Background: an optimization exercise with open tools, aiming at small area, a short achievable clock period and few clock cycles per item. Do not read the settings as production practice.
Where RTL was checked, it was by simulation tests only, not by an equivalence proof against the original.
Function not checked in run 2: the RTL went through the layout flow alone.
Power and IR drop assume default switching activity.

==> flow/design.v <==
module anim_stream_decoder #(
    parameter NPIX = 4096
) (
    input  wire       clk,
    input  wire       rst,
    input  wire       in_valid,
    output wire       in_ready,
    input  wire [7:0] in_data,
    input  wire       in_last,
    output wire       o_valid,
    input  wire       o_ready,
    output wire [1:0] o_kind,     
    output wire [7:0] o_data,
    output wire       o_keep      
);
    localparam PW = (NPIX > 255) ? $clog2(NPIX + 1) : 9;
    localparam K_HDR = 2'd0;
    localparam K_PAL = 2'd1;
    localparam K_PIX = 2'd2;
    localparam K_END = 2'd3;
    localparam E_OK        = 3'd0;
    localparam E_CONFIG    = 3'd1;
    localparam E_TRUNCATED = 3'd2;
    localparam E_FRAMING   = 3'd3;
    localparam E_TRAILING  = 3'd4;
    localparam S_HDR0 = 4'd0;    
    localparam S_HDR1 = 4'd1;    
    localparam S_HDR2 = 4'd2;    
    localparam S_PAL  = 4'd3;    
    localparam S_LIT  = 4'd4;    
    localparam S_DIFF = 4'd5;    
    localparam S_SAME = 4'd6;    
    localparam S_RHDR = 4'd7;    
    localparam S_FEND = 4'd8;    
    localparam S_CHKS = 4'd9;    
    localparam S_END  = 4'd11;   
    localparam S_CHKD = 4'd13;   
    localparam [PW-1:0] NPIXW = NPIX;
    localparam          NBIG  = (NPIX >= 256);
    localparam          NLAST = (NPIX == 1);
    reg [3:0]    state;
    reg [7:0]    q0, q1, q2;
    reg          v0, v1, v2;
    reg [2:0]    off;
    reg [3:0]    offb;
    reg          last_seen;     
    reg          rdy;
    reg [7:0]    frames;        
    reg          ivz;           
    reg [2:0]    bpp;           
    reg [2:0]    err;           
    reg [PW-1:0] left;          
    reg          lst_last;      
    reg          big;           
    reg [7:0]    run_left;      
    reg          run_last;      
    reg          ov;
    reg [1:0]    okind;
    reg [7:0]    odata;
    reg          okeep;
    assign o_valid  = ov;
    assign o_kind   = okind;
    assign o_data   = odata;
    assign o_keep   = okeep;
    assign in_ready = rdy;
    wire slot_free = !ov || o_ready;
    wire take      = in_valid && rdy;
    wire [15:0] win   = {q1, q0} >> off;
    wire [7:0]  f8    = win[7:0];
    wire [7:0]  pmask = 8'hff >> (4'd8 - {1'b0, bpp});
    wire        f8z   = (f8 == 8'd0);
    wire off0 = (off == 3'd0);
    wire av8  = v1 || (v0 && off0);
    wire avb  = v1 || (v0 && (!offb[3] || offb[2:0] == 3'd0));
    wire [6:0] rlen    = f8[7:1];
    wire [7:0] rn      = {rlen == 7'd0, rlen};
    wire       rn_last = (rlen == 7'd1);
    wire [PW-1:0] left_dec  = left - 1'b1;
    wire [7:0]    run_dec   = run_left - 8'd1;
    wire          overrun   = run_left > left[7:0];
    wire          cfg_bad   = frames == 8'd0 || ivz || f8z || f8[7:3] != 5'd0;
    wire          fifo_done = !v1 && !(v0 && off0);   
    wire st_hdr  = (state[3:2] == 2'b00) && (state[1:0] != 2'b11);
    wire st_byte = (state[3:2] == 2'b00);             
    wire st_pixb = (state[3:1] == 3'b010);            
    wire st_same = (state == S_SAME);
    wire st_rhdr = (state == S_RHDR);
    wire st_fend = (state == S_FEND);
    wire st_chk  = (state == S_CHKS) || (state == S_CHKD);
    wire st_end  = (state == S_END);
    wire can  = st_byte && av8 || st_pixb && avb || st_same || st_end && last_seen;
    wire emit = can && slot_free;
    wire hdr_same = st_same && run_last && big && av8;
    wire hdr_rhdr = st_rhdr && av8;
    wire pop = st_byte && av8 && slot_free ||
               st_pixb && avb && offb[3] && slot_free ||
               hdr_same && slot_free || hdr_rhdr ||
               st_fend && !off0;
    wire trunc = last_seen && (st_byte && !av8 || st_pixb && !avb || st_rhdr && !av8);
    wire ls_nxt = (st_end && slot_free && last_seen) ? 1'b0 :
                  take ? in_last : last_seen;
    wire v2_nxt = !st_end && (take && !pop ? v1 : !take && pop ? 1'b0 : v2);
    reg [3:0] nstate;
    always @(*) begin
        nstate = state;
        if (trunc) begin
            nstate = S_END;
        end else begin
            case (state)
                S_HDR0: if (emit) nstate = S_HDR1;
                S_HDR1: if (emit) nstate = S_HDR2;
                S_HDR2: if (emit) nstate = cfg_bad ? S_END : S_PAL;
                S_PAL:  if (emit && lst_last) nstate = S_LIT;
                S_LIT:  if (emit && lst_last) nstate = S_FEND;
                S_DIFF: if (emit && lst_last) nstate = S_FEND;
                        else if (emit && run_last) nstate = S_RHDR;
                S_SAME: if (emit && run_last)
                            nstate = (big && av8) ? (f8[0] ? S_DIFF : S_SAME) :
                                     lst_last ? S_FEND : S_RHDR;
                S_RHDR: if (av8) nstate = big ? (f8[0] ? S_DIFF : S_SAME) :
                                                (f8[0] ? S_CHKD : S_CHKS);
                S_CHKS, S_CHKD: nstate = overrun ? S_END : (state[2] ? S_DIFF : S_SAME);
                S_FEND: nstate = (frames == 8'd1) ? S_END : S_RHDR;
                S_END:  if (emit) nstate = S_HDR0;
                default: nstate = S_HDR0;
            endcase
        end
    end
    reg [2:0] err_nxt;
    always @(*) begin
        case (state)
            S_HDR2:         err_nxt = av8 ? E_CONFIG : E_TRUNCATED;
            S_CHKS, S_CHKD: err_nxt = E_FRAMING;
            S_FEND:         err_nxt = (last_seen && fifo_done) ? E_OK : E_TRAILING;
            default:        err_nxt = E_TRUNCATED;
        endcase
    end
    always @(posedge clk) begin
        if (rst) begin
            state     <= S_HDR0;
            v0        <= 1'b0;
            v1        <= 1'b0;
            v2        <= 1'b0;
            off       <= 3'd0;
            last_seen <= 1'b0;
            rdy       <= 1'b1;
            ov        <= 1'b0;
        end else begin
            state <= nstate;
            q0 <= (!v0 || (!v1 && pop)) ? in_data : pop ? q1 : q0;
            q1 <= (!v1 || (!v2 && pop)) ? in_data : pop ? q2 : q1;
            q2 <= (!v2 || pop) ? in_data : q2;
            if (st_end) begin
                v0 <= 1'b0;
                v1 <= 1'b0;
            end else if (take && !pop) begin
                v0 <= 1'b1;
                v1 <= v0;
            end else if (!take && pop) begin
                v0 <= v1;
                v1 <= v2;
            end
            v2        <= v2_nxt;
            last_seen <= ls_nxt;
            rdy       <= !ls_nxt && !v2_nxt;
            if (st_pixb && emit) begin
                off  <= offb[2:0];
                offb <= {1'b0, offb[2:0]} + {1'b0, bpp};
            end else if (st_fend || st_end) begin
                off  <= 3'd0;
                offb <= {1'b0, bpp};
            end else if (state == S_HDR2) begin
                offb <= {1'b0, f8[2:0]};
            end
            if (slot_free) begin
                ov    <= can;
                okind <= st_end ? K_END : st_same || st_pixb ? K_PIX :
                         state == S_PAL ? K_PAL : K_HDR;
                odata <= st_end ? {5'd0, err} : st_same ? 8'd0 :
                         st_pixb ? f8 & pmask : f8;
                okeep <= st_same;
            end
            if (state == S_HDR0)
                frames <= f8;
            else if (st_fend)
                frames <= frames - 8'd1;
            if (state == S_HDR1)
                ivz <= f8z;
            if (state == S_HDR2)
                bpp <= f8[2:0];
            if (!st_end)
                err <= err_nxt;
            if (state == S_HDR2) begin
                left     <= {{(PW-2){1'b0}}, 2'd3} << f8[2:0];
                lst_last <= 1'b0;
            end else if (emit && lst_last && state == S_PAL || st_fend) begin
                left     <= NPIXW;
                lst_last <= NLAST;
                big      <= NBIG;
            end else if (emit && !st_end && !st_hdr) begin
                left     <= left_dec;
                lst_last <= (left == {{(PW-2){1'b0}}, 2'd2});
                big      <= (left_dec[PW-1:8] != 0);
            end
            if (hdr_same && slot_free || hdr_rhdr) begin
                run_left <= rn;
                run_last <= rn_last;
            end else if (emit) begin
                run_left <= run_dec;
                run_last <= (run_left == 8'd2);
            end
        end
    end
endmodule
==> flow/run.sh <==
#!/bin/bash
# synth_recipe.tcl (not shown) runs the flow's synth.tcl, then flattens the netlist and writes it again
# the make line also repeats each setting of config.mk as NAME=value (left out here)
make -C /OpenROAD-flow-scripts/flow DESIGN_CONFIG=/design/flow/config.mk WORK_HOME=/design/flow/orfs CLKGATE_MAP_FILE= SYNTH_SCRIPT=/design/flow/synth_recipe.tcl finish
==> flow/config.mk <==
export PLATFORM = sky130hd
export DESIGN_NAME = anim_stream_decoder
export DESIGN_NICKNAME = anim_stream_decoder
export VERILOG_FILES = /design/flow/design.v
export SDC_FILE = /design/flow/constraint.sdc
export NUM_CORES = 4
export LEC_CHECK = 0
export ABC_AREA = 1
export CAP_MARGIN = 20
export CORE_MARGIN = 2
export CORE_UTILIZATION = 60
export SETUP_SLACK_MARGIN = 3.3
export SLEW_MARGIN = 20
==> flow/constraint.sdc <==
create_clock -name core_clock -period 5.5 [get_ports {clk}]
set_input_delay 1.1000 -clock core_clock [delete_from_list [all_inputs] [get_ports {clk}]]
set_output_delay 1.1000 -clock core_clock [all_outputs]
set_load 0.01 [all_outputs]
==> results of run 1 <==
[routing by layer]
metal / vias to the layer above / global-route usage
li1: 2426 / -
met1: 2259 / 0.354
met2: 201 / 0.452
met3: 40 / 0.0569
met4: 0 / 0.110
met5: - / 0
[final timing paths]
check / cells past startpoint / end / startpoint / slack [ns]
setup / recovery: 12 / q1[5] / o_ready / 3.24
setup reg to reg: 15 / state[3] / off[0] / 3.34
hold reg to reg: 2 / state[2] / state[2] / 0.52
hold / removal: 2 / state[2] / state[2] / 0.52
[flip-flops by register name (all words and copies together), names as in the netlist, 2 cells and up]
register	flops
bpp	3
err	3
frames	8
left	13
odata	8
off	3
offb	4
okind	2
q0	8
q1	8
q2	8
run_left	8
state	4
[layout by cell type (no fill, tap or decap), drive strengths merged, types with 3 or more instances in the layout]
master | netlist | layout
clkinvlp | 0 | 3
buf | 4 | 31
ha | 23 | 23
nand4 | 7 | 7
nand3 | 41 | 41
clkdlybuf4s50 | 0 | 10
a21oi | 29 | 29
nor2 | 81 | 81
o22ai | 7 | 7
dlygate4sd2 | 0 | 13
xnor2 | 9 | 9
a211oi | 4 | 4
o211ai | 3 | 3
edfxtp | 78 | 78
clkbuf | 8 | 13
o21ai | 67 | 67
dfxtp | 13 | 13
inv | 111 | 113
clkinv | 4 | 4
xor2 | 11 | 11
a22oi | 3 | 3
nor3 | 10 | 10
nand2 | 176 | 177
[power groups by stage]
stage	sequential (mW)	clock, mW	combinational (mW)
floorplan	1.15	0	0.885
global placement	1.17	0	1.15
detailed placement	1.18	0	1.18
CTS	1.16	0.519	1.31
global route	1.19	0.546	1.68
finish	1.17	0.515	1.50
[per-stage QoR]
step                       util  setup slack (ns)  hold WS, ns  std cells  total power [mW]
after CTS                 0.713              3.29        0.512        861              2.99
after detailed placement  0.654              2.04        0.535        824              2.36
after global routing      0.750              3.19        0.537        874              3.41
final                     0.750              3.24        0.521        874              3.18
after floorplan               -              2.96        0.500        700              2.04
after global placement    0.654              2.10        0.535        824              2.32
[critical path, cell delays in order]
cell	delay (ns)
buf_6	0.07
nor2_4	0.03
buf_6	0.12
nor2_4	0.11
nand3_4	0.08
a21oi_4	0.18
nor2_2	0.06
nand2_2	0.12
inv_4	0.07
o21ai_4	0.20
clkbuf_16	0.20
o21ai_2	0.05
[layout make-up]
type	count	area, sq um	share of cell area
clock buffers	10	128	0.0186
clock inverters	6	96.3	0.0140
inverters	115	467	0.0680
multi-input cells	483	2840	0.414
flip-flops and latches	91	2630	0.383
well taps	111	139	0.0202
repair buffers	57	554	0.0808
repair inverters	1	7.51	0.00109
[kinds of logic (layout without fill, tap and decap cells)]
family                     Yosys count  count (layout)
buffers and inverters              127             189
adders and majority gates           24              24
DFF                                 91              91
AOI/OAI and AO/OA                  121             121
and+or+nand+nor                    317             318
xor gates and xnor gates            20              20
[what timing repair did]
action	CTS	global route
endpoints found under the hold margin	0	0
pin swaps	17	17
resized for setup	65	73
gates cloned	1	2
setup endpoints to repair	154	102
setup buffers	20	11
==> tab_implementation.tex, run 1 <==
\begin{tabular}{lr}
\hline
Metric & Value \\
\hline
\multicolumn{2}{l}{\textbf{Timing}} \\
Worst rel slew slack & 0.524 \\
Pins over their slew limit & 0 \\
Number of setup violations in the final report & 0 \\
Hold violation total from the final report & 0 \\
Accumulated negative setup slack & 0 ns \\
Slew of the pin with the lowest slew margin & between 0.7 and 0.8 ns \\
Highest clock rate & 442 MHz \\
Share of the cycle needed by the critical path after routing & 0.411 \\
Setup skew after layout & 0.00874 ns \\
Unrepaired setup endpoints after global routing & yes \\
Final critical path time including I/O delays and setup & approximately 2.3 ns \\
\multicolumn{2}{l}{\textbf{Critical path}} \\
Data required time at the worst endpoint & 5.63 ns \\
Worst-path fanout max & 8 \\
Element type at the critical path end & register \\
Critical path type & in -> reg \\
Crit start category & primary input \\
Signal arrival time at the worst endpoint & 2.39 ns \\
\multicolumn{2}{l}{\textbf{Run}} \\
Max-Cap Viols & 0 \\
\multicolumn{2}{l}{\textbf{Placed design}} \\
Detailed placer's ending HPWL & 9580 um \\
Placed Instance Area & 5990 sq um \\
Routability-driven placement congestion ratio & 0.882 \\
Number of I/O port buffers & 25 \\
\multicolumn{2}{l}{\textbf{Clocking}} \\
Skew-Pair Late Insertion Delay & 0.36 ns \\
Number of H-tree levels & 3 \\
Clk sink count & between 90 and 100 \\
Clock edge transition at the registers on the reported setup and hold paths & approximately 0.090 ns \\
Clock tree root driver cell & clkbuf\_8 \\
Hold-fix buffer count after cts & 0 \\
Maximum buffer depth of the clock tree & 2 \\
Number of buffers inserted during clock tree synthesis & 9 \\
CTS tree & built \\
\multicolumn{2}{l}{\textbf{Synthesis}} \\
Most common cell in the synthesized netlist & nand2\_1 \\
Top FF cell, synth & edfxtp\_1 \\
Async S/R FF share, synth & 0 \\
Share of the synthesized area in the top cell type & 0.416 \\
Flip-flop and latch count after synthesis & 91 \\
Synth top area cells & edfxtp\_1 (42\%), nand2\_1 (11\%), inv\_1 (7.1\%) \\
Warning count from the yosys run & 1 \\
Top post-synthesis cells by count & nand2\_1 (171), inv\_1 (107), edfxtp\_1 (78), nor2\_1 (76), o21ai\_0 (57) \\
Net count after synthesis & 737 \\
Sequential share of the synthesized area & 0.463 \\
Post-synthesis compound-gate area fraction & 0.126 \\
Synthesized area per cell & 8.04 sq um \\
Yosys cell types & 41 \\
Fraction of synthesized cell area in xor and xnor cells & 0.0311 \\
Post-synthesis cell count & 700 \\
Mux cell area share after synthesis & 0 \\
Post-synthesis cell area & 5630 sq um \\
EDFF count, synth & 78 \\
Main combinational cell family by area after synthesis & simple AND/OR/NAND/NOR gates \\
Fraction of the mapped netlist area in adder cells & 0.0547 \\
Post-synth top area cell & edfxtp\_1 \\
Simple-Gate Fraction of Synth Area & 0.236 \\
\multicolumn{2}{l}{\textbf{Routing}} \\
Routed metal-1 wirelength & 5740 um \\
DRC violation total after the first TritonRoute iteration & 460 \\
Vias after detailed routing & 4,926 \\
Routed wire per std cell & 15.9 um \\
WL met2 & 6670 um \\
First-pass iteration count of the detailed router & 5 \\
Total wire length after detailed routing & 13,900 um \\
Count of unresolved DRC violations after routing & 0 \\
DR vias/cell & between 5 and 6 \\
Count of nets left with antenna violations after detail routing & 0 \\
Sum of met3 wire segment lengths after detailed routing & 1010 um \\
Top Layer Used & met4 \\
\multicolumn{2}{l}{\textbf{Floorplan}} \\
Core ar. & 9150 sq um \\
Vertical die dimension & 101 um \\
FP Rows & 35 \\
Starting density of the core & 0.615 \\
Top-level port count & 26 \\
Die width & 101 um \\
Floorplan die area & about 10,000 sq um \\
\multicolumn{2}{l}{\textbf{Finish}} \\
Layout filler cell count & 658 \\
Layout cell share with drive strength beyond 1 & 0.202 \\
Final Instance Area & 6860 sq um \\
Layout overhead on the synthesized area & 22.0\% \\
N\_diodes & 0 \\
Final \#Nets & 795 \\
\multicolumn{2}{l}{\textbf{Global route}} \\
Vias in the first global route & 4,637 \\
Number of antenna violations at the first check in global routing & 0 \\
Total track usage & 0.274 \\
Pin count of the biggest net entering global routing & 18 \\
Global route overflow & 0 \\
First-pass GRT wire length & 21,600 um \\
\multicolumn{2}{l}{\textbf{Pwr}} \\
Peak ir drop on the vdd network & 0.275 mV \\
Static power due to leakage & around 3.0 nW \\
Internal power & 1.85 mW \\
Sequential group share of total power & 0.368 \\
PwrDens & 464 nW/um\^{}2 \\
Net switching power of the design & 1.33 mW \\
Relative contribution of the clock network to total power & 0.162 \\
Portion of total power attributed to combinational logic & 0.471 \\
Switching share of total power & 0.417 \\
\multicolumn{2}{l}{\textbf{Status}} \\
Status & complete, no violations \\
\multicolumn{2}{l}{\textbf{Hold path}} \\
Tightest Hold Check Type & reg -> reg \\
\hline
\end{tabular}
Testbench counts, summed over its fixed seeds: cycles 265,670, pixels 262,144.
==> inputs of run 2 (changes only) <==
--- a/flow/design.v
+++ b/flow/design.v
@@ -52,3 +52,2 @@
     reg [PW-1:0] left;          
-    reg          lst_last;      
     reg          big;           
@@ -78,2 +77,3 @@
     wire [PW-1:0] left_dec  = left - 1'b1;
+    wire          lst_last  = (left == {{(PW-1){1'b0}}, 1'b1});
     wire [7:0]    run_dec   = run_left - 8'd1;
@@ -194,6 +194,4 @@
                 left     <= {{(PW-2){1'b0}}, 2'd3} << f8[2:0];
-                lst_last <= 1'b0;
             end else if (emit && lst_last && state == S_PAL || st_fend) begin
                 left     <= NPIXW;
-                lst_last <= NLAST;
                 big      <= NBIG;
@@ -201,3 +199,2 @@
                 left     <= left_dec;
-                lst_last <= (left == {{(PW-2){1'b0}}, 2'd2});
                 big      <= (left_dec[PW-1:8] != 0);
==> flow/flow/run.sh (new file) <==
#!/bin/bash
# The standard layout (the standard.sh: ORFS synthesis through finish),
# with one change: the buffers ORFS puts on the input and output ports are
# sky130_fd_sc_hd__buf_2 cells instead of the default delay-cell buffers.
# make's full output goes to flow_make.log in the work folder; each ORFS step
# also writes its own log under orfs/logs/.
set -euo pipefail
cd "$(dirname "${BASH_SOURCE[0]}")/.."
bash standard.sh "BUFFER_PORTS_ARGS=-buffer_cell sky130_fd_sc_hd__buf_2" finish > flow_make.log 2>&1
==> flow/standard.sh (new file) <==
#!/bin/bash
# synth_recipe.tcl (not shown) runs the flow's synth.tcl, then flattens the netlist and writes it again
# the make line also repeats each setting of config.mk as NAME=value (left out here)
make -C /OpenROAD-flow-scripts/flow DESIGN_CONFIG=/design/flow/config.mk WORK_HOME=/design/flow/orfs CLKGATE_MAP_FILE= SYNTH_SCRIPT=/design/flow/synth_recipe.tcl "${@:-finish}"
removed: flow/run.sh
==> tab_implementation.tex, run 2 <==
\begin{tabular}{lr}
\hline
Metric & Value \\
\hline
\multicolumn{2}{l}{\textbf{Status}} \\
Status & complete, no violations \\
\multicolumn{2}{l}{\textbf{Pwr}} \\
PwrDens & 460 nW/um\^{}2 (-0.81\%) \\
Relative contribution of the clock network to total power & 0.153 (-0.009) \\
Peak ir drop on the vdd network & 0.283 mV (+3.0\%) \\
Net switching power of the design & 1.28 mW (-3.4\%) \\
Portion of total power attributed to combinational logic & 0.474 (+0.003) \\
Static power due to leakage & 2.91 nW (-2.3\%) \\
Total chip power & 3.06 mW (-3.9\%) \\
Internal power & 1.77 mW (-4.4\%) \\
Sequential group share of total power & 0.373 (+0.005) \\
Switching share of total power & 0.420 (+0.00251) \\
\multicolumn{2}{l}{\textbf{Clocking}} \\
Skew-Pair Late Insertion Delay & 0.38 ns (+0.02 ns) \\
CTS tree & built \\
Clock tree root driver cell & clkbuf\_8 \\
Maximum buffer depth of the clock tree & 2 (unchanged) \\
Number of H-tree levels & 3 (unchanged) \\
Number of buffers inserted during clock tree synthesis & 9 (unchanged) \\
Clock edge transition at the registers on the reported setup and hold paths & 0.09 ns (about the same) \\
Clk sink count & 90 (-1.1\%) \\
\multicolumn{2}{l}{\textbf{Critical path}} \\
Worst-path fanout max & 8 (unchanged) \\
Data required time at the worst endpoint & 5.64 ns (about the same) \\
Signal arrival time at the worst endpoint & 2.31 ns (-0.08 ns) \\
Critical-path cell with the highest stage delay & a21oi\_4 \\
Crit start category & primary input \\
Crit path top cell by count & nor2\_4 \\
Element type at the critical path end & register \\
Number of buffers and inverters on the critical path & 3 (-1) \\
Critical path type & in -> reg \\
Maximum single-stage delay on the critical path & 0.23 ns (+0.03 ns) \\
Critical path's top delay family & compound AO/OA/AOI/OAI gates \\
Critical-path cell list & buf\_6 > nor2\_4 > nor2\_4 > nand3\_2 > a21oi\_4 > nor2\_4 > nand2\_4 > inv\_6 > o21ai\_4 > clkbuf\_16 > o21ai\_2 \\
\multicolumn{2}{l}{\textbf{Synthesis}} \\
Synthesized area per cell & 7.96 sq um (-0.91\%) \\
Post-synthesis cell area & 5570 sq um (-0.91\%) \\
Yosys cell types & 40 (-2.4\%) \\
Most common cell in the synthesized netlist & nand2\_1 \\
Warning count from the yosys run & 1 (unchanged) \\
Top post-synthesis cells by count & nand2\_1 (167), inv\_1 (101), nor2\_1 (91), edfxtp\_1 (77), o21ai\_0 (45) \\
Post-synthesis cell count & 700 (unchanged) \\
Top FF cell, synth & edfxtp\_1 \\
Net count after synthesis & 738 (+0.14\%) \\
Flip-flop and latch count after synthesis & 90 (-1.1\%) \\
Sequential share of the synthesized area & 0.462 (-0.00113) \\
Post-synth top area cell & edfxtp\_1 \\
EDFF count, synth & 77 (-1.3\%) \\
Share of the synthesized area in the top cell type & 0.415 (-0.00156) \\
Synth top area cells & edfxtp\_1 (41\%), nand2\_1 (11\%), inv\_1 (6.8\%) \\
Async S/R FF share, synth & 0 (unchanged) \\
\multicolumn{2}{l}{\textbf{Timing}} \\
Unrepaired setup endpoints after global routing & yes \\
Accumulated negative setup slack & 0 ns (unchanged) \\
Final setup slack of the worst path & 3.32 ns (+0.0868 ns) \\
Pins over their slew limit & 0 (unchanged) \\
Setup skew after layout & 0.0184 ns (+0.00970 ns) \\
Slew of the pin with the lowest slew margin & 0.954 ns (+0.243 ns) \\
Number of setup violations in the final report & 0 (unchanged) \\
Share of the cycle needed by the critical path after routing & 0.396 (-0.0158) \\
Final hold slack & 0.520 ns (-0.000984 ns) \\
Highest clock rate & 459 MHz (+4.0\%) \\
Hold violation total from the final report & 0 (unchanged) \\
Final critical path time including I/O delays and setup & 2.18 ns (-0.0868 ns) \\
Worst rel slew slack & 0.362 (-0.162) \\
\multicolumn{2}{l}{\textbf{Finish}} \\
Number of flip-flops in the largest register & 13 (unchanged) \\
Layout cell share with drive strength beyond 1 & 0.232 (+0.0300) \\
Most common cell after layout, fill and taps aside & nand2\_1 \\
N\_diodes & 0 (unchanged) \\
Register containing the most flip-flops in the final layout & left \\
Layout overhead on the synthesized area & 19.2\% \\
Final \#Nets & 805 (+1.3\%) \\
Most frequent cells in the layout & nand2\_1 (155), inv\_1 (88), nor2\_1 (77), edfxtp\_1 (77), o21ai\_0 (39) \\
\multicolumn{2}{l}{\textbf{Floorplan}} \\
Top-level port count & 26 (unchanged) \\
FP Rows & 35 (unchanged) \\
Core ar. & 9110 sq um (-0.48\%) \\
Vertical die dimension & 100 um (-0.44\%) \\
Die width & 100 um (-0.44\%) \\
Floorplan die area & 10,100 sq um (-0.87\%) \\
Starting density of the core & 0.612 (-0.00268) \\
\multicolumn{2}{l}{\textbf{Routing}} \\
Routed wire per std cell & 15.6 um (-1.4\%) \\
DRC violation total after the first TritonRoute iteration & 365 (-21\%) \\
Total wire length after detailed routing & 13,800 um (-0.43\%) \\
Vias after detailed routing & 4,900 (-0.53\%) \\
Count of nets left with antenna violations after detail routing & 0 (unchanged) \\
DR vias/cell & 5.55 (-1.5\%) \\
Count of unresolved DRC violations after routing & 0 (unchanged) \\
First-pass iteration count of the detailed router & 5 (unchanged) \\
\multicolumn{2}{l}{\textbf{Hold path}} \\
Tightest Hold Check Type & reg -> reg \\
\multicolumn{2}{l}{\textbf{Global route}} \\
Global route overflow & 0 (unchanged) \\
Vias in the first global route & 4,463 (-3.8\%) \\
Pin count of the biggest net entering global routing & 17 (-1) \\
Total track usage & 0.274 (about the same) \\
First-pass GRT wire length & 21,300 um (-1.3\%) \\
Number of antenna violations at the first check in global routing & 0 (unchanged) \\
\multicolumn{2}{l}{\textbf{Placed design}} \\
DP Worst Slack & 2.36 ns (+0.318 ns) \\
Routability-driven placement congestion ratio & 0.904 (+2.5\%) \\
Detailed placer's ending HPWL & 10,100 um (+5.0\%) \\
Number of I/O port buffers & 25 (unchanged) \\
\multicolumn{2}{l}{\textbf{Run}} \\
Max-Cap Viols & 0 (unchanged) \\
\hline
\end{tabular}
-- run 2: cell types whose count changed after synthesis, moves of 5 or more --
cell	change
inv_1	-6
inv_2	+5
o21ai_1	+14
o21ai_0	-12
nand3_1	-6
nor2_1	+15
-- run 2: through the flow --
| step | instance area, sq um | cells | utilization |
|---|---|---|---|
| finish | 6640 | 883 | 0.729 |
| global route | 6640 | 883 | 0.729 |
| CTS | 6270 | 862 | 0.688 |
| detailed placement | 5810 | 824 | 0.638 |
| global placement | 5810 | 824 | 0.638 |
| floorplan | 5610 | 700 | - |
-- run 2: logic make-up after synthesis --
| family | Yosys count | synth area share |
|---|---|---|
| flip-flops | 90 | 0.462 |
| buffers and inverters | 123 | 0.0866 |
| AO/OA/AOI/OAI | 122 | 0.127 |
| multiplexers | 1 | 0.00180 |
| AND/OR/NAND/NOR | 320 | 0.236 |
| adder cells (fa/ha/maj) | 25 | 0.0575 |
| XOR/XNOR | 19 | 0.0299 |
-- run 2: final cells by class --
cell class | count | area (sq um)
clock buffer | 9 | 124
clock inverter | 7 | 75.1
fill | 738 | 2460
inverter | 111 | 443
multi-input combinational | 487 | 2760
sequential | 90 | 2590
tap | 111 | 139
timing repair buffer | 67 | 507
timing repair inverter | 1 | 5.00
-- run 2: metal layers --
metal,vias to the layer above,part of all wire,GRT usage
met5,-,0,0
met4,0,0.023,0.120
met3,25,0.040,0.0355
met2,135,0.49,0.448
met1,2300,0.45,0.368
li1,2440,-,-
-- run 2: worst paths after layout --
kind	slack, ns	depth (start not counted)	start	to
setup / recovery	3.32	11	o_ready	q1[4]
hold / removal	0.52	2	state[2]	state[2]
setup reg to reg	3.35	11	state[0]	q1[4]
hold reg to reg	0.52	2	state[2]	state[2]
-- run 2: power groups by stage --
stage	registers, mW	clock network (mW)	logic, mW
2_1_floorplan	1.12	0	0.876
3_3_place_gp	1.14	0	1.12
3_5_place_dp	1.14	0	1.15
4_1_cts	1.13	0.468	1.27
5_1_grt	1.16	0.489	1.60
6_report	1.14	0.467	1.45
-- run 2: timing repair --
action,in CTS,in global routing
pin swaps,8,17
setup endpoints to repair,104,71
hold buffers,0,0
cloned,1,1
gates resized for setup,27,60
setup buffers,21,20
-- run 2: worst register-to-register path, delay by kind of cell (launching register included) --
kind                   cells  cell delay, ns
flip-flops                 1            0.37
buffers and inverters      3            0.35
AND/OR/NAND/NOR            5            0.69
AO/OA/AOI/OAI              3            0.49
==> inputs of run 3 (changes only) <==
--- a/flow/design.v
+++ b/flow/design.v
@@ -52,2 +52,3 @@
     reg [PW-1:0] left;          
+    reg          lst_last;      
     reg          big;           
@@ -77,3 +78,2 @@
     wire [PW-1:0] left_dec  = left - 1'b1;
-    wire          lst_last  = (left == {{(PW-1){1'b0}}, 1'b1});
     wire [7:0]    run_dec   = run_left - 8'd1;
@@ -194,4 +194,6 @@
                 left     <= {{(PW-2){1'b0}}, 2'd3} << f8[2:0];
+                lst_last <= 1'b0;
             end else if (emit && lst_last && state == S_PAL || st_fend) begin
                 left     <= NPIXW;
+                lst_last <= NLAST;
                 big      <= NBIG;
@@ -199,2 +201,3 @@
                 left     <= left_dec;
+                lst_last <= (left == {{(PW-2){1'b0}}, 2'd2});
                 big      <= (left_dec[PW-1:8] != 0);
--- a/flow/config.mk
+++ b/flow/config.mk
@@ -11,3 +11,3 @@
 export CORE_UTILIZATION = 60
-export SETUP_SLACK_MARGIN = 3.3
+export SETUP_SLACK_MARGIN = 3.45
 export SLEW_MARGIN = 20
==> tab_implementation.tex, run 3 <==
\begin{tabular}{lr}
\hline
Metric & Value \\
\hline
\multicolumn{2}{l}{\textbf{Status}} \\
Status & complete, no violations \\
\multicolumn{2}{l}{\textbf{Timing}} \\
Unrepaired setup endpoints after global routing & yes \\
Worst rel slew slack & 0.502 (+0.141) \\
Number of setup violations in the final report & 0 (unchanged) \\
Pins over their slew limit & 0 (unchanged) \\
Highest clock rate & 447 MHz (-2.7\%) \\
Slew of the pin with the lowest slew margin & 0.744 ns (-0.210 ns) \\
Final critical path time including I/O delays and setup & 2.24 ns (+0.0611 ns) \\
Hold violation total from the final report & 0 (unchanged) \\
Accumulated negative setup slack & 0 ns (unchanged) \\
Setup skew after layout & 0.0107 ns (-0.00777 ns) \\
Share of the cycle needed by the critical path after routing & 0.407 (+0.0111) \\
\multicolumn{2}{l}{\textbf{Synthesis}} \\
Post-synthesis cell area & 5630 sq um (+0.92\%) \\
Top FF cell, synth & edfxtp\_1 \\
Post-synth top area cell & edfxtp\_1 \\
Top post-synthesis cells by count & nand2\_1 (171), inv\_1 (107), edfxtp\_1 (78), nor2\_1 (76), o21ai\_0 (57) \\
Async S/R FF share, synth & 0 (unchanged) \\
Net count after synthesis & 737 (-0.14\%) \\
Flip-flop and latch count after synthesis & 91 (+1.1\%) \\
Synth top area cells & edfxtp\_1 (42\%), nand2\_1 (11\%), inv\_1 (7.1\%) \\
Synthesized area per cell & 8.04 sq um (+0.92\%) \\
Sequential share of the synthesized area & 0.463 (+0.00113) \\
Most common cell in the synthesized netlist & nand2\_1 \\
Warning count from the yosys run & 1 (unchanged) \\
Yosys cell types & 41 (+2.5\%) \\
Post-synthesis cell count & 700 (unchanged) \\
Share of the synthesized area in the top cell type & 0.416 (+0.00156) \\
EDFF count, synth & 78 (+1.3\%) \\
\multicolumn{2}{l}{\textbf{Critical path}} \\
Reg2Reg Launch Point & state[0] \\
Crit start category & primary input \\
Data required time at the worst endpoint & 5.65 ns (about the same) \\
Path depth of the worst reg2reg path & 12 (+1) \\
Worst-path fanout max & 8 (unchanged) \\
Element type at the critical path end & register \\
Setup slack, reg-to-reg & 3.30 ns (-0.05 ns) \\
Signal arrival time at the worst endpoint & 2.38 ns (+0.07 ns) \\
Critical path type & in -> reg \\
Worst reg2reg path endpoint & q0[6] \\
\multicolumn{2}{l}{\textbf{Pwr}} \\
Static power due to leakage & 3.11 nW (+6.7\%) \\
PwrDens & 468 nW/um\^{}2 (+1.7\%) \\
Peak ir drop on the vdd network & 0.271 mV (-4.0\%) \\
\multicolumn{2}{l}{\textbf{Finish}} \\
Layout overhead on the synthesized area & 26.8\% \\
Final Instance Area & 7130 sq um (+7.4\%) \\
Number of flip-flops in the largest register & 13 (unchanged) \\
Most frequent cells in the layout & nand2\_1 (143), inv\_1 (87), edfxtp\_1 (78), nor2\_1 (58), o21ai\_0 (39) \\
Register cell area after layout & 2630 sq um (+1.4\%) \\
Final \#Nets & 819 (+1.7\%) \\
Post-Route Utilization & 0.779 (+0.0500) \\
N\_diodes & 0 (unchanged) \\
Register containing the most flip-flops in the final layout & left \\
Area of the multi-input gates & 3000 sq um (+8.6\%) \\
Layout filler cell count & 639 (-13\%) \\
Most common cell after layout, fill and taps aside & nand2\_1 \\
Layout cell share with drive strength beyond 1 & 0.296 (+0.0642) \\
\multicolumn{2}{l}{\textbf{Routing}} \\
First-pass iteration count of the detailed router & 6 (+1) \\
DRC violation total after the first TritonRoute iteration & 383 (+4.9\%) \\
DR vias/cell & 5.70 (+2.6\%) \\
Routed wire per std cell & 16.6 um (+6.4\%) \\
Vias after detailed routing & 5,115 (+4.4\%) \\
Count of unresolved DRC violations after routing & 0 (unchanged) \\
Total wire length after detailed routing & 14,900 um (+8.2\%) \\
Count of nets left with antenna violations after detail routing & 0 (unchanged) \\
\multicolumn{2}{l}{\textbf{Clocking}} \\
Skew-Pair Late Insertion Delay & 0.38 ns (about the same) \\
Number of buffers inserted during clock tree synthesis & 9 (unchanged) \\
Number of H-tree levels & 3 (unchanged) \\
CTS tree & built \\
Clk sink count & 91 (+1.1\%) \\
Hold-fix buffer count after cts & 0 (unchanged) \\
Clock edge transition at the registers on the reported setup and hold paths & 0.11 ns (+0.02 ns) \\
Maximum buffer depth of the clock tree & 2 (unchanged) \\
Clock tree root driver cell & clkbuf\_8 \\
\multicolumn{2}{l}{\textbf{Hold path}} \\
Number of cells traversed by the worst hold path & 2 (unchanged) \\
Tightest Hold Check Type & reg -> reg \\
Beginning of the worst hold path & off[2] \\
Worst hold endpoint & off[2] \\
\multicolumn{2}{l}{\textbf{Placed design}} \\
Number of I/O port buffers & 25 (unchanged) \\
Detailed placer's ending HPWL & 10,100 um (+0.22\%) \\
Routability-driven placement congestion ratio & 1.02 (+13\%) \\
Placed Instance Area & 5870 sq um (+1.1\%) \\
\multicolumn{2}{l}{\textbf{Global route}} \\
Pin count of the biggest net entering global routing & 19 (+2) \\
Total track usage & 0.294 (+0.0200) \\
Number of antenna violations at the first check in global routing & 0 (unchanged) \\
Global route overflow & 0 (unchanged) \\
Vias in the first global route & 4,745 (+6.3\%) \\
First-pass GRT wire length & 23,100 um (+8.2\%) \\
\multicolumn{2}{l}{\textbf{Floorplan}} \\
Starting density of the core & 0.615 (+0.00268) \\
FP Rows & 35 (unchanged) \\
Top-level port count & 26 (unchanged) \\
Floorplan die area & 10,200 sq um (+0.88\%) \\
Core ar. & 9150 sq um (+0.48\%) \\
Die width & 101 um (+0.44\%) \\
Vertical die dimension & 101 um (+0.44\%) \\
\multicolumn{2}{l}{\textbf{Run}} \\
Max-Cap Viols & 0 (unchanged) \\
\hline
\end{tabular}
-- run 3: changes by cell type after synthesis, sizes merged, moves of 4 or more --
cell / previous run / this run
xnor2: 5 / 9
nor2: 95 / 81
nand2: 170 / 176
nand3: 35 / 41
-- run 3: repair_timing --
item                                    in CTS  in global routing
endpoints found under the hold margin        0                  0
buffers inserted                            28                 24
gates resized for setup                     67                 98
pin swaps                                   19                 40
gates cloned                                 3                  2
endpoints found under the setup margin     126                106
-- run 3: cell families after synthesis --
| family | count (synthesis) | synth area share |
|---|---|---|
| xor+xnor | 20 | 0.0311 |
| simple gates | 317 | 0.236 |
| fa+ha+maj | 24 | 0.0547 |
| compound gates | 121 | 0.126 |
| buf+inv | 127 | 0.0892 |
| flops | 91 | 0.463 |
-- run 3: metal layers --
layer	vias to the layer above	track usage	wire, um
li1	2475	-	-
met1	2366	0.395	6260
met2	223	0.472	7120
met3	51	0.0465	1040
met4	0	0.132	521
met5	-	0	0
-- run 3: worst max path at each step --
stage             from  endpoint  slack [ns]
3_3_place_gp   o_ready     q0[5]        2.50
4_1_cts        o_ready     q0[3]        3.27
5_1_grt        offb[2]     q0[3]        3.20
6_report       o_ready     q0[6]        3.26
2_1_floorplan  o_ready     q0[0]        2.96
3_5_place_dp   o_ready     q0[5]        2.43
-- run 3: cell type report --
cell class | instances | share of cell area
Multi-Input combinational cell | 483 | 0.420
Sequential cell | 91 | 0.368
Timing Repair Buffer | 81 | 0.0975
Inverter | 115 | 0.0663
Tap cell | 111 | 0.0195
Clock buffer | 9 | 0.0174
Clock inverter | 7 | 0.0100
Timing Repair inverter | 1 | 0.00105
-- run 3: metrics by stage --
step                worst slack [ns]  hold WS (ns)  instances  total power, mW
CTS                             3.27         0.573        872             3.05
global placement                2.50         0.537        825             2.32
detailed placement              2.43         0.538        825             2.35
finish                          3.26         0.563        898             3.34
floorplan                       2.96         0.500        700             2.04
global route                    3.20         0.577        898             3.54
-- run 3: critical path, stage by stage --
cell and delay (ns):
buf_8 0.07, nor2_4 0.04, nor2_4 0.10, nand3_4 0.08, a21oi_4 0.18, nor2_2 0.05, nand2_2 0.12, inv_4 0.07
o21ai_4 0.25, buf_12 0.14, buf_16 0.11, o21ai_2 0.04
-- run 3: power breakdown --
group | total, mW | switching, mW | internal [mW]
registers | 1.18 | 0.144 | 1.03
clock network | 0.463 | 0.285 | 0.178
logic | 1.70 | 1.02 | 0.675
Testbench counts of run 3, summed over its fixed seeds: cycles 265,670, pixels 262,144.
==> inputs of run 4 (changes only) <==
--- a/flow/config.mk
+++ b/flow/config.mk
@@ -10,4 +10,4 @@
 export CORE_MARGIN = 2
-export CORE_UTILIZATION = 60
-export SETUP_SLACK_MARGIN = 3.45
+export CORE_UTILIZATION = 50
+export SETUP_SLACK_MARGIN = 3.3
 export SLEW_MARGIN = 20
==> tab_implementation.tex, run 4 <==
\begin{tabular}{lr}
\hline
Metric & Value \\
\hline
\multicolumn{2}{l}{\textbf{Pwr}} \\
Peak ir drop on the vdd network & 0.252 mV (-7.2\%) \\
PwrDens & 461 nW/um\^{}2 (-1.5\%) \\
Static power due to leakage & 2.93 nW (-5.8\%) \\
\multicolumn{2}{l}{\textbf{Synthesis}} \\
Sequential share of the synthesized area & 0.463 (unchanged) \\
Synthesized area per cell & 8.04 sq um (unchanged) \\
Share of the synthesized area in the top cell type & 0.416 (unchanged) \\
Post-synthesis compound-gate area fraction & 0.126 (unchanged) \\
Flip-flop and latch count after synthesis & 91 (unchanged) \\
Fraction of synthesized cell area in xor and xnor cells & 0.0311 (unchanged) \\
Async S/R FF share, synth & 0 (unchanged) \\
EDFF count, synth & 78 (unchanged) \\
Top FF cell, synth & edfxtp\_1 \\
Yosys cell types & 41 (unchanged) \\
Simple-Gate Fraction of Synth Area & 0.236 (unchanged) \\
Net count after synthesis & 737 (unchanged) \\
Post-synthesis cell count & 700 (unchanged) \\
Top post-synthesis cells by count & nand2\_1 (171), inv\_1 (107), edfxtp\_1 (78), nor2\_1 (76), o21ai\_0 (57) \\
Post-synthesis cell area & 5630 sq um (unchanged) \\
Fraction of the mapped netlist area in adder cells & 0.0547 (unchanged) \\
Mux cell area share after synthesis & 0 (unchanged) \\
Synth top area cells & edfxtp\_1 (42\%), nand2\_1 (11\%), inv\_1 (7.1\%) \\
Most common cell in the synthesized netlist & nand2\_1 \\
Main combinational cell family by area after synthesis & simple AND/OR/NAND/NOR gates \\
Post-synth top area cell & edfxtp\_1 \\
Warning count from the yosys run & 1 (unchanged) \\
\multicolumn{2}{l}{\textbf{Finish}} \\
Register containing the most flip-flops in the final layout & left \\
Layout overhead on the synthesized area & 17.4\% \\
Number of flip-flops in the largest register & 13 (unchanged) \\
N\_diodes & 0 (unchanged) \\
Most frequent cells in the layout & nand2\_1 (163), inv\_1 (96), edfxtp\_1 (78), nor2\_1 (64), o21ai\_0 (41) \\
Layout cell share with drive strength beyond 1 & 0.204 (-0.0916) \\
Final \#Nets & 796 (-2.8\%) \\
Most common cell after layout, fill and taps aside & nand2\_1 \\
\multicolumn{2}{l}{\textbf{Placed design}} \\
Routability-driven placement congestion ratio & 0.887 (-13\%) \\
Number of I/O port buffers & 25 (unchanged) \\
Detailed placer's ending HPWL & 10,500 um (+3.8\%) \\
\multicolumn{2}{l}{\textbf{Routing}} \\
Vias after detailed routing & 4,818 (-5.8\%) \\
DRC violation total after the first TritonRoute iteration & 388 (+1.3\%) \\
Count of unresolved DRC violations after routing & 0 (unchanged) \\
Count of nets left with antenna violations after detail routing & 0 (unchanged) \\
First-pass iteration count of the detailed router & 5 (-1) \\
DR vias/cell & 5.34 (-6.3\%) \\
Total wire length after detailed routing & 14,300 um (-4.2\%) \\
Routed wire per std cell & 15.9 um (-4.7\%) \\
\multicolumn{2}{l}{\textbf{Global route}} \\
Pin count of the biggest net entering global routing & 18 (-1) \\
Total track usage & 0.246 (-0.0484) \\
Global route overflow & 0 (unchanged) \\
First-pass GRT wire length & 22,600 um (-1.9\%) \\
Number of antenna violations at the first check in global routing & 0 (unchanged) \\
Vias in the first global route & 4,585 (-3.4\%) \\
\multicolumn{2}{l}{\textbf{Clocking}} \\
Clk sink count & 91 (unchanged) \\
Number of buffers inserted during clock tree synthesis & 9 (unchanged) \\
Skew-Pair Late Insertion Delay & 0.38 ns (about the same) \\
Clock edge transition at the registers on the reported setup and hold paths & 0.09 ns (-0.02 ns) \\
Clock tree root driver cell & clkbuf\_8 \\
Maximum buffer depth of the clock tree & 2 (unchanged) \\
Number of H-tree levels & 3 (unchanged) \\
CTS tree & built \\
Hold-fix buffer count after cts & 0 (unchanged) \\
\multicolumn{2}{l}{\textbf{Critical path}} \\
Critical-path cell with the highest stage delay & a21oi\_4 \\
Instance count on the critical path & 11 (-1) \\
Maximum single-stage delay on the critical path & 0.20 ns (-0.05 ns) \\
Element type at the critical path end & register \\
Path depth of the worst reg2reg path & 9 (-3) \\
Critical-path cell list & buf\_6 > nor2\_4 > nor2\_4 > nand3\_4 > a21oi\_4 > nor2\_4 > nand2\_4 > inv\_6 > o21ai\_4 > o21ai\_2 > inv\_2 \\
Worst-path fanout max & 8 (unchanged) \\
Critical path type & in -> reg \\
Number of buffers and inverters on the critical path & 3 (-1) \\
Data required time at the worst endpoint & 5.58 ns (-0.07 ns) \\
Crit start category & primary input \\
Crit path top cell by count & nor2\_4 \\
Critical path's top delay family & compound AO/OA/AOI/OAI gates \\
Signal arrival time at the worst endpoint & 2.27 ns (-0.11 ns) \\
\multicolumn{2}{l}{\textbf{Run}} \\
Max-Cap Viols & 0 (unchanged) \\
\multicolumn{2}{l}{\textbf{Floorplan}} \\
Starting density of the core & 0.517 (-0.0980) \\
Vertical die dimension & 110 um (+9.2\%) \\
Top-level port count & 26 (unchanged) \\
Die width & 110 um (+9.2\%) \\
Core ar. & 10,900 sq um (+19\%) \\
Floorplan die area & 12,100 sq um (+19\%) \\
FP Rows & 38 (+8.6\%) \\
\multicolumn{2}{l}{\textbf{Timing}} \\
Number of setup violations in the final report & 0 (unchanged) \\
Highest clock rate & 455 MHz (+1.8\%) \\
Hold violation total from the final report & 0 (unchanged) \\
Worst rel slew slack & 0.516 (+0.0141) \\
Share of the cycle needed by the critical path after routing & 0.400 (-0.00715) \\
Final critical path time including I/O delays and setup & 2.20 ns (-0.0393 ns) \\
Slew of the pin with the lowest slew margin & 0.723 ns (-0.0211 ns) \\
Accumulated negative setup slack & 0 ns (unchanged) \\
Final hold slack & 0.554 ns (-0.00843 ns) \\
Setup skew after layout & 0.0141 ns (+0.00339 ns) \\
Unrepaired setup endpoints after global routing & yes \\
Pins over their slew limit & 0 (unchanged) \\
\multicolumn{2}{l}{\textbf{Status}} \\
Status & complete, no violations \\
\multicolumn{2}{l}{\textbf{Hold path}} \\
Number of cells traversed by the worst hold path & 2 (unchanged) \\
Tightest Hold Check Type & reg -> reg \\
\hline
\end{tabular}
[run 4: cell counts after synthesis]
Identical to the previous run, type by type.
[run 4: through the flow]
| step | total power, mW | setup slack, ns | area (sq um) | instances | util |
|---|---|---|---|---|---|
| 3_5_place_dp | 2.36 | 2.39 | 5900 | 853 | 0.542 |
| 2_1_floorplan | 2.04 | 2.96 | 5670 | 700 | - |
| 3_3_place_gp | 2.33 | 2.47 | 5900 | 853 | 0.542 |
| 4_1_cts | 2.94 | 3.27 | 6340 | 885 | 0.583 |
| 6_report | 3.04 | 3.30 | 6610 | 903 | 0.607 |
| 5_1_grt | 3.26 | 3.26 | 6610 | 903 | 0.607 |
[run 4: area by class of cell]
class                      instances  area (sq um)
fill                             991          4280
multi-input combinational        482          2710
sequential                        91          2630
inverter                         115           474
timing repair buffer              59           419
tap                              140           175
clock buffer                       9           124
clock inverter                     6          66.3
timing repair inverter             1          5.00
[run 4: logic make-up (layout without fill, tap and decap cells)]
group | Yosys count | count (layout)
compound gates | 121 | 121
xor+xnor | 20 | 20
simple gates | 317 | 317
flops | 91 | 91
buf+inv | 127 | 190
fa+ha+maj | 24 | 24
[run 4: final timing paths]
check / end / slack [ns] / start
setup / recovery: q0[1] / 3.30 / o_ready
hold / removal: off[1] / 0.55 / off[1]
setup reg to reg: left[11] / 3.34 / state[3]
hold reg to reg: off[1] / 0.55 / off[1]
[run 4: worst reg2reg max path, stage by stage (launching register included)]
cell and delay [ns]:
dfxtp_4 0.39, buf_4 0.15, nor2_1 0.24, inv_1 0.17, o21ai_1 0.30, nor2_1 0.12, o21ai_2 0.17, inv_2 0.07
nor2_4 0.11, bufinv_8 0.21
[run 4: layer usage]
layer	track usage	vias to the layer above	part of all wire
met5	0	-	0
met4	0.102	0	0.023
met3	0.0347	28	0.043
met2	0.394	124	0.47
met1	0.335	2240	0.47
li1	-	2426	-
[run 4: where the power goes]
part	internal, mW	switching, mW	total, mW
logic	0.513	0.899	1.41
registers	1.03	0.139	1.17
clock network	0.209	0.249	0.458
[run 4: repair_timing]
action,4_1_cts,5_1_grt
resized for setup,35,42
gates cloned,0,1
setup buffers,17,17
pin swaps,10,16
setup endpoints to repair,122,93
==> inputs of run 5 (changes only) <==
--- a/flow/config.mk
+++ b/flow/config.mk
@@ -10,3 +10,3 @@
 export CORE_MARGIN = 2
-export CORE_UTILIZATION = 50
+export CORE_UTILIZATION = 70
 export SETUP_SLACK_MARGIN = 3.3
==> tab_implementation.tex, run 5 <==
\begin{tabular}{lr}
\hline
Metric & Value \\
\hline
\multicolumn{2}{l}{\textbf{Status}} \\
Status & complete, no violations \\
\multicolumn{2}{l}{\textbf{Clocking}} \\
Number of buffers inserted during clock tree synthesis & 9 (unchanged) \\
Skew-Pair Late Insertion Delay & 0.37 ns (about the same) \\
Clk sink count & 91 (unchanged) \\
Clock tree root driver cell & clkbuf\_8 \\
CTS tree & built \\
Maximum buffer depth of the clock tree & 2 (unchanged) \\
Clock edge transition at the registers on the reported setup and hold paths & 0.09 ns (about the same) \\
Number of H-tree levels & 3 (unchanged) \\
\multicolumn{2}{l}{\textbf{Synthesis}} \\
Synth top area cells & edfxtp\_1 (42\%), nand2\_1 (11\%), inv\_1 (7.1\%) \\
Most common cell in the synthesized netlist & nand2\_1 \\
Top post-synthesis cells by count & nand2\_1 (171), inv\_1 (107), edfxtp\_1 (78), nor2\_1 (76), o21ai\_0 (57) \\
Sequential share of the synthesized area & 0.463 (unchanged) \\
Net count after synthesis & 737 (unchanged) \\
Flip-flop and latch count after synthesis & 91 (unchanged) \\
Post-synthesis cell count & 700 (unchanged) \\
Top FF cell, synth & edfxtp\_1 \\
Post-synthesis compound-gate area fraction & 0.126 (unchanged) \\
Simple-Gate Fraction of Synth Area & 0.236 (unchanged) \\
Fraction of the mapped netlist area in adder cells & 0.0547 (unchanged) \\
Post-synth top area cell & edfxtp\_1 \\
Async S/R FF share, synth & 0 (unchanged) \\
Mux cell area share after synthesis & 0 (unchanged) \\
Fraction of synthesized cell area in xor and xnor cells & 0.0311 (unchanged) \\
EDFF count, synth & 78 (unchanged) \\
Synthesized area per cell & 8.04 sq um (unchanged) \\
Warning count from the yosys run & 1 (unchanged) \\
Yosys cell types & 41 (unchanged) \\
Share of the synthesized area in the top cell type & 0.416 (unchanged) \\
Main combinational cell family by area after synthesis & simple AND/OR/NAND/NOR gates \\
Post-synthesis cell area & 5630 sq um (unchanged) \\
\multicolumn{2}{l}{\textbf{Timing}} \\
Final critical path time including I/O delays and setup & 2.24 ns (+0.0423 ns) \\
Unrepaired setup endpoints after global routing & yes \\
Number of setup violations in the final report & 0 (unchanged) \\
Worst rel slew slack & 0.333 (-0.183) \\
Hold violation total from the final report & 0 (unchanged) \\
Highest clock rate & 446 MHz (-1.9\%) \\
Setup skew after layout & 0.0149 ns (+0.000832 ns) \\
Pins over their slew limit & 0 (unchanged) \\
Share of the cycle needed by the critical path after routing & 0.407 (+0.00770) \\
Slew of the pin with the lowest slew margin & 0.996 ns (+0.274 ns) \\
Final hold slack & 0.528 ns (-0.0258 ns) \\
Accumulated negative setup slack & 0 ns (unchanged) \\
\multicolumn{2}{l}{\textbf{Placed design}} \\
Placed Instance Area & 5850 sq um (-0.81\%) \\
Number of I/O port buffers & 25 (unchanged) \\
Routability-driven placement congestion ratio & 0.922 (+4.0\%) \\
Detailed placer's ending HPWL & 10,000 um (-4.2\%) \\
\multicolumn{2}{l}{\textbf{Critical path}} \\
Element type at the critical path end & register \\
Signal arrival time at the worst endpoint & 2.31 ns (+0.04 ns) \\
Worst-path fanout max & 8 (unchanged) \\
Data required time at the worst endpoint & 5.57 ns (about the same) \\
Critical path type & in -> reg \\
Crit start category & primary input \\
\multicolumn{2}{l}{\textbf{Finish}} \\
Post-Route Utilization & 0.852 (+0.245) \\
Layout cell share with drive strength beyond 1 & 0.211 (+0.00628) \\
Most common cell after layout, fill and taps aside & nand2\_1 \\
N\_diodes & 0 (unchanged) \\
Register containing the most flip-flops in the final layout & left \\
Number of flip-flops in the largest register & 13 (unchanged) \\
Layout overhead on the synthesized area & 17.7\% \\
Final Instance Area & 6620 sq um (+0.21\%) \\
Final \#Nets & 796 (unchanged) \\
Layout filler cell count & 430 (-57\%) \\
Most frequent cells in the layout & nand2\_1 (161), inv\_1 (92), edfxtp\_1 (78), nor2\_1 (66), o21ai\_0 (41) \\
\multicolumn{2}{l}{\textbf{Routing}} \\
Vias after detailed routing & 5,236 (+8.7\%) \\
Total wire length after detailed routing & 15,100 um (+5.3\%) \\
DRC violation total after the first TritonRoute iteration & 607 (+56\%) \\
Routed wire per std cell & 17.4 um (+9.8\%) \\
DR vias/cell & 6.05 (+13\%) \\
Count of nets left with antenna violations after detail routing & 0 (unchanged) \\
First-pass iteration count of the detailed router & 6 (+1) \\
Count of unresolved DRC violations after routing & 0 (unchanged) \\
\multicolumn{2}{l}{\textbf{Floorplan}} \\
Core ar. & 7770 sq um (-29\%) \\
Floorplan die area & 8770 sq um (-28\%) \\
Die width & 93.6 um (-15\%) \\
Vertical die dimension & 93.6 um (-15\%) \\
FP Rows & 32 (-16\%) \\
Starting density of the core & 0.724 (+0.208) \\
Top-level port count & 26 (unchanged) \\
\multicolumn{2}{l}{\textbf{Pwr}} \\
Static power due to leakage & 2.92 nW (-0.37\%) \\
Peak ir drop on the vdd network & 0.314 mV (+24\%) \\
PwrDens & 472 nW/um\^{}2 (+2.5\%) \\
\multicolumn{2}{l}{\textbf{Global route}} \\
First-pass GRT wire length & 21,800 um (-3.5\%) \\
Total track usage & 0.322 (+0.0762) \\
Global route overflow & 0 (unchanged) \\
Number of antenna violations at the first check in global routing & 0 (unchanged) \\
Vias in the first global route & 4,683 (+2.1\%) \\
Pin count of the biggest net entering global routing & 18 (unchanged) \\
\multicolumn{2}{l}{\textbf{Run}} \\
Max-Cap Viols & 0 (unchanged) \\
\multicolumn{2}{l}{\textbf{Hold path}} \\
Tightest Hold Check Type & reg -> reg \\
\hline
\end{tabular}
## run 5: cell counts after synthesis
No cell type changed its count.
## run 5: metrics by stage
stage          setup slack (ns)  cells  total power [mW]
2_1_floorplan              2.96    700              2.04
3_3_place_gp               2.51    815              2.28
3_5_place_dp               2.37    815              2.34
4_1_cts                    3.25    842              2.89
5_1_grt                    3.21    866              3.31
6_report                   3.26    866              3.13
## run 5: layout make-up
| class | count | area (sq um) | area share |
|---|---|---|---|
| Inverter | 115 | 470 | 0.0711 |
| Sequential cell | 91 | 2630 | 0.397 |
| Clock buffer | 10 | 128 | 0.0193 |
| Multi-Input combinational cell | 482 | 2750 | 0.416 |
| Clock inverter | 6 | 72.6 | 0.0110 |
| Timing Repair Buffer | 59 | 438 | 0.0662 |
| Tap cell | 102 | 128 | 0.0193 |
| Timing Repair inverter | 1 | 6.26 | 0.000945 |
## run 5: what timing repair did
| item | 4_1_cts | 5_1_grt |
|---|---|---|
| cloned | 0 | 1 |
| setup endpoints to repair | 113 | 103 |
| pin swaps | 9 | 30 |
| buffers inserted | 11 | 23 |
| gates resized for setup | 29 | 60 |
| hold buffers | 0 | 0 |
## run 5: critical path, cell delays in order
cell	delay, ns
buf_6	0.08
nor2_4	0.04
nor2_4	0.11
nand3_4	0.09
a21oi_4	0.21
nor2_4	0.06
nand2_4	0.11
inv_6	0.06
o21ai_4	0.20
o21ai_2	0.07
inv_2	0.15
## run 5: metal layers
layer	track usage	vias up	share of wire
met5	0	-	0
met4	0.121	0	0.042
met3	0.0588	75	0.095
met2	0.551	355	0.49
met1	0.409	2377	0.37
li1	-	2429	-
## run 5: final timing paths
check / cells past startpoint / startpoint / slack, ns / end
min: 2 / state[2] / 0.53 / state[2]
max: 11 / o_ready / 3.26 / q0[2]
min reg2reg: 2 / state[2] / 0.53 / state[2]
max reg2reg: 10 / v1 / 3.30 / q0[2]
## run 5: cells by family (layout without fill, tap and decap cells)
kind of cell | count (synthesis) | after routing
DFF | 91 | 91
adders and majority gates | 24 | 24
and+or+nand+nor | 317 | 317
AOI/OAI and AO/OA | 121 | 121
xor gates and xnor gates | 20 | 20
buffers and inverters | 127 | 191
## run 5: power by group
group | switching (mW) | internal (mW)
registers | 0.145 | 1.03
logic | 0.952 | 0.531
clock network | 0.251 | 0.215
==> inputs of run 6 (changes only) <==
--- a/flow/config.mk
+++ b/flow/config.mk
@@ -10,4 +10,4 @@
 export CORE_MARGIN = 2
-export CORE_UTILIZATION = 70
-export SETUP_SLACK_MARGIN = 3.3
+export CORE_UTILIZATION = 60
+export SETUP_SLACK_MARGIN = 3.2
 export SLEW_MARGIN = 20
==> tab_implementation.tex, run 6 <==
\begin{tabular}{lr}
\hline
Metric & Value \\
\hline
\multicolumn{2}{l}{\textbf{Critical path}} \\
Element type at the critical path end & register \\
Critical-path cell with the highest stage delay & a21oi\_4 \\
Maximum single-stage delay on the critical path & 0.21 ns (about the same) \\
Critical-path cell list & buf\_2 > nor2\_4 > nor2\_4 > nand3\_4 > a21oi\_4 > buf\_4 > clkinvlp\_4 > a21oi\_4 > buf\_12 \\
Worst-path fanout max & 9 (+1) \\
Crit start category & primary input \\
Signal arrival time at the worst endpoint & 2.34 ns (+0.03 ns) \\
Data required time at the worst endpoint & 5.60 ns (+0.03 ns) \\
Critical path type & in -> reg \\
\multicolumn{2}{l}{\textbf{Finish}} \\
Area of the multi-input gates & 2660 sq um (-3.4\%) \\
Layout filler cell count & 775 (+80\%) \\
Final \#Nets & 782 (-1.8\%) \\
N\_diodes & 0 (unchanged) \\
Number of flip-flops in the largest register & 13 (unchanged) \\
Register cell area after layout & 2630 sq um (unchanged) \\
Layout cell share with drive strength beyond 1 & 0.168 (-0.0427) \\
Register containing the most flip-flops in the final layout & left \\
Layout overhead on the synthesized area & 13.5\% \\
Most frequent cells in the layout & nand2\_1 (165), inv\_1 (99), edfxtp\_1 (78), nor2\_1 (68), o21ai\_0 (45) \\
Final Instance Area & 6390 sq um (-3.5\%) \\
Most common cell after layout, fill and taps aside & nand2\_1 \\
\multicolumn{2}{l}{\textbf{Global route}} \\
Vias in the first global route & 4,596 (-1.9\%) \\
Met1 GRT Util & 0.364 (-0.0450) \\
Number of antenna violations at the first check in global routing & 0 (unchanged) \\
Global routing usage on met3 & 0.0492 (-0.00959) \\
Most used routing layer & met2 \\
Total track usage & 0.277 (-0.0450) \\
Pin count of the biggest net entering global routing & 23 (+5) \\
Global route overflow & 0 (unchanged) \\
Global-route met2 utilization & 0.440 (-0.111) \\
First-pass GRT wire length & 21,700 um (-0.44\%) \\
\multicolumn{2}{l}{\textbf{Placed design}} \\
Detailed placer's ending HPWL & 10,000 um (-0.14\%) \\
Routability-driven placement congestion ratio & 0.922 (about the same) \\
Placed Instance Area & 5860 sq um (+0.13\%) \\
Number of I/O port buffers & 25 (unchanged) \\
\multicolumn{2}{l}{\textbf{Synthesis}} \\
Post-synthesis cell area & 5630 sq um (unchanged) \\
Synthesized area per cell & 8.04 sq um (unchanged) \\
Post-synth top area cell & edfxtp\_1 \\
Share of the synthesized area in the top cell type & 0.416 (unchanged) \\
Sequential share of the synthesized area & 0.463 (unchanged) \\
Async S/R FF share, synth & 0 (unchanged) \\
Top post-synthesis cells by count & nand2\_1 (171), inv\_1 (107), edfxtp\_1 (78), nor2\_1 (76), o21ai\_0 (57) \\
Yosys cell types & 41 (unchanged) \\
Post-synthesis cell count & 700 (unchanged) \\
Net count after synthesis & 737 (unchanged) \\
Flip-flop and latch count after synthesis & 91 (unchanged) \\
Most common cell in the synthesized netlist & nand2\_1 \\
Top FF cell, synth & edfxtp\_1 \\
EDFF count, synth & 78 (unchanged) \\
Warning count from the yosys run & 1 (unchanged) \\
Synth top area cells & edfxtp\_1 (42\%), nand2\_1 (11\%), inv\_1 (7.1\%) \\
\multicolumn{2}{l}{\textbf{Run}} \\
Max-Cap Viols & 0 (unchanged) \\
\multicolumn{2}{l}{\textbf{Routing}} \\
First-pass iteration count of the detailed router & 6 (unchanged) \\
Count of nets left with antenna violations after detail routing & 0 (unchanged) \\
DR vias/cell & 5.59 (-7.5\%) \\
Vias after detailed routing & 4,815 (-8.0\%) \\
Routed wire per std cell & 15.7 um (-9.9\%) \\
Count of unresolved DRC violations after routing & 0 (unchanged) \\
DRC violation total after the first TritonRoute iteration & 353 (-42\%) \\
Total wire length after detailed routing & 13,500 um (-10\%) \\
\multicolumn{2}{l}{\textbf{Timing}} \\
Slew of the pin with the lowest slew margin & 0.994 ns (-0.00220 ns) \\
Accumulated negative setup slack & 0 ns (unchanged) \\
Worst rel slew slack & 0.335 (+0.00148) \\
Final critical path time including I/O delays and setup & 2.24 ns (+0.00407 ns) \\
Highest clock rate & 446 MHz (-0.18\%) \\
Pins over their slew limit & 0 (unchanged) \\
Final hold slack & 0.525 ns (-0.00340 ns) \\
Setup skew after layout & 0.0185 ns (+0.00363 ns) \\
Share of the cycle needed by the critical path after routing & 0.408 (+0.000740) \\
Unrepaired setup endpoints after global routing & yes \\
Number of setup violations in the final report & 0 (unchanged) \\
Hold violation total from the final report & 0 (unchanged) \\
\multicolumn{2}{l}{\textbf{Pwr}} \\
Peak ir drop on the vdd network & 0.261 mV (-17\%) \\
PwrDens & 460 nW/um\^{}2 (-2.7\%) \\
Static power due to leakage & 2.83 nW (-3.1\%) \\
\multicolumn{2}{l}{\textbf{Floorplan}} \\
Die width & 101 um (+7.7\%) \\
Floorplan die area & 10,200 sq um (+16\%) \\
FP Rows & 35 (+9.4\%) \\
Core ar. & 9150 sq um (+18\%) \\
Top-level port count & 26 (unchanged) \\
Vertical die dimension & 101 um (+7.7\%) \\
Starting density of the core & 0.615 (-0.110) \\
\multicolumn{2}{l}{\textbf{Clocking}} \\
Hold-fix buffer count after cts & 0 (unchanged) \\
CTS tree & built \\
Skew-Pair Late Insertion Delay & 0.37 ns (about the same) \\
Number of buffers inserted during clock tree synthesis & 9 (unchanged) \\
Clock edge transition at the registers on the reported setup and hold paths & 0.10 ns (about the same) \\
Clock tree root driver cell & clkbuf\_8 \\
Maximum buffer depth of the clock tree & 2 (unchanged) \\
Number of H-tree levels & 3 (unchanged) \\
Clk sink count & 91 (unchanged) \\
\multicolumn{2}{l}{\textbf{Hold path}} \\
Tightest Hold Check Type & reg -> reg \\
\multicolumn{2}{l}{\textbf{Status}} \\
Status & complete, no violations \\
\hline
\end{tabular}
[run 6: cell count changes in the layout (fill, tap and decap cells not counted), moves of 4 or more]
cell,previous run,this run
buf_4,28,17
inv_1,92,99
inv_2,14,9
nand2_1,161,165
o21ai_0,41,45
o21ai_1,17,13
[run 6: cell families (layout without fill, tap and decap cells)]
| family | count (synthesis) | in the layout | synth area share |
|---|---|---|---|
| AOI/OAI and AO/OA | 121 | 121 | 0.126 |
| xor gates and xnor gates | 20 | 20 | 0.0311 |
| adders and majority gates | 24 | 24 | 0.0547 |
| buffers and inverters | 127 | 177 | 0.0892 |
| and+or+nand+nor | 317 | 317 | 0.236 |
| DFF | 91 | 91 | 0.463 |
[run 6: worst paths after layout]
kind,startpoint,to,slack (ns),depth (start not counted)
worst max-delay path,o_ready,run_left[7],3.26,9
worst min-delay path,state[2],state[2],0.52,2
worst max register to register,state[2],offb[1],3.30,12
worst min register to register,state[2],state[2],0.52,2
[run 6: routing by layer]
metal / share of wire / wire (um)
met1: 0.44 / 5900
met2: 0.47 / 6380
met3: 0.055 / 747
met4: 0.036 / 484
met5: 0 / 0
[run 6: repair_timing]
| item | in CTS | in global routing |
|---|---|---|
| buffers inserted | 4 | 16 |
| setup endpoints to repair | 108 | 62 |
| pin swaps | 3 | 9 |
| gates cloned | 0 | 1 |
| gates resized for setup | 20 | 34 |
[run 6: critical path, delay by kind of cell]
family	cells	cell delay, ns
simple gates	3	0.25
buf+inv	4	0.58
compound gates	2	0.39
[run 6: where the power goes]
group | switching (mW) | leakage (nW) | internal (mW)
Sequential | 0.138 | 0.852 | 1.03
Combinational | 0.855 | 1.88 | 0.442
Clock | 0.256 | 0.0952 | 0.213
[run 6: area by class of cell]
cell class	count	area share
multi-input combinational	482	0.416
sequential	91	0.411
inverter	115	0.0723
timing repair buffer	45	0.0470
tap	111	0.0217
clock buffer	9	0.0194
clock inverter	7	0.0116
timing repair inverter	1	0.000979
[run 6: per-stage QoR]
stage / setup slack (ns) / utilization / std cells / power (mW)
floorplan: 2.96 / - / 700 / 2.03
global placement: 2.49 / 0.640 / 824 / 2.30
detailed placement: 2.39 / 0.640 / 824 / 2.34
CTS: 3.16 / 0.671 / 844 / 2.84
global route: 3.10 / 0.698 / 861 / 3.15
finish: 3.26 / 0.698 / 861 / 2.94

## what the ideal ports hide
No port has a modelled driver above. Below, the same layouts with a new extraction and two added sets of constraints.
Step 1 assumes that a clkbuf_16 drives the clock port and a buf_2 every other input.
Step 2 also shifts input and output timing later by t, the mid clock arrival at the registers, as if the neighbouring blocks saw the same clock.
a / b / c = ideal ports / drivers / drivers and shift; a / b = the first two.
run	t, ns	slack for setup (ns)	latest minus earliest clock arrival (ns)	slew at the worst register clock pin (ns)	worst slew at a driven data input, ns
run 1	0.390	3.237 / 3.234 / 2.844	0.009 / 0.008	0.10 / 0.10	0.04
run 2	0.406	3.324 / 3.321 / 2.915	0.019 / 0.018	0.10 / 0.10	0.04
run 3	0.406	3.262 / 3.243 / 2.837	0.011 / 0.010	0.11 / 0.11	0.05
run 4	0.407	3.302 / 3.298 / 2.891	0.014 / 0.014	0.10 / 0.10	0.04
run 5	0.393	3.259 / 3.254 / 2.861	0.016 / 0.016	0.10 / 0.10	0.04
run 6	0.398	3.255 / 3.271 / 2.872	0.018 / 0.019	0.10 / 0.10	0.03
After both steps setup and hold are still met in every run listed. The setup slack of run 3, which loses most, moves by -0.019 ns with the drivers and by -0.425 ns with both steps.
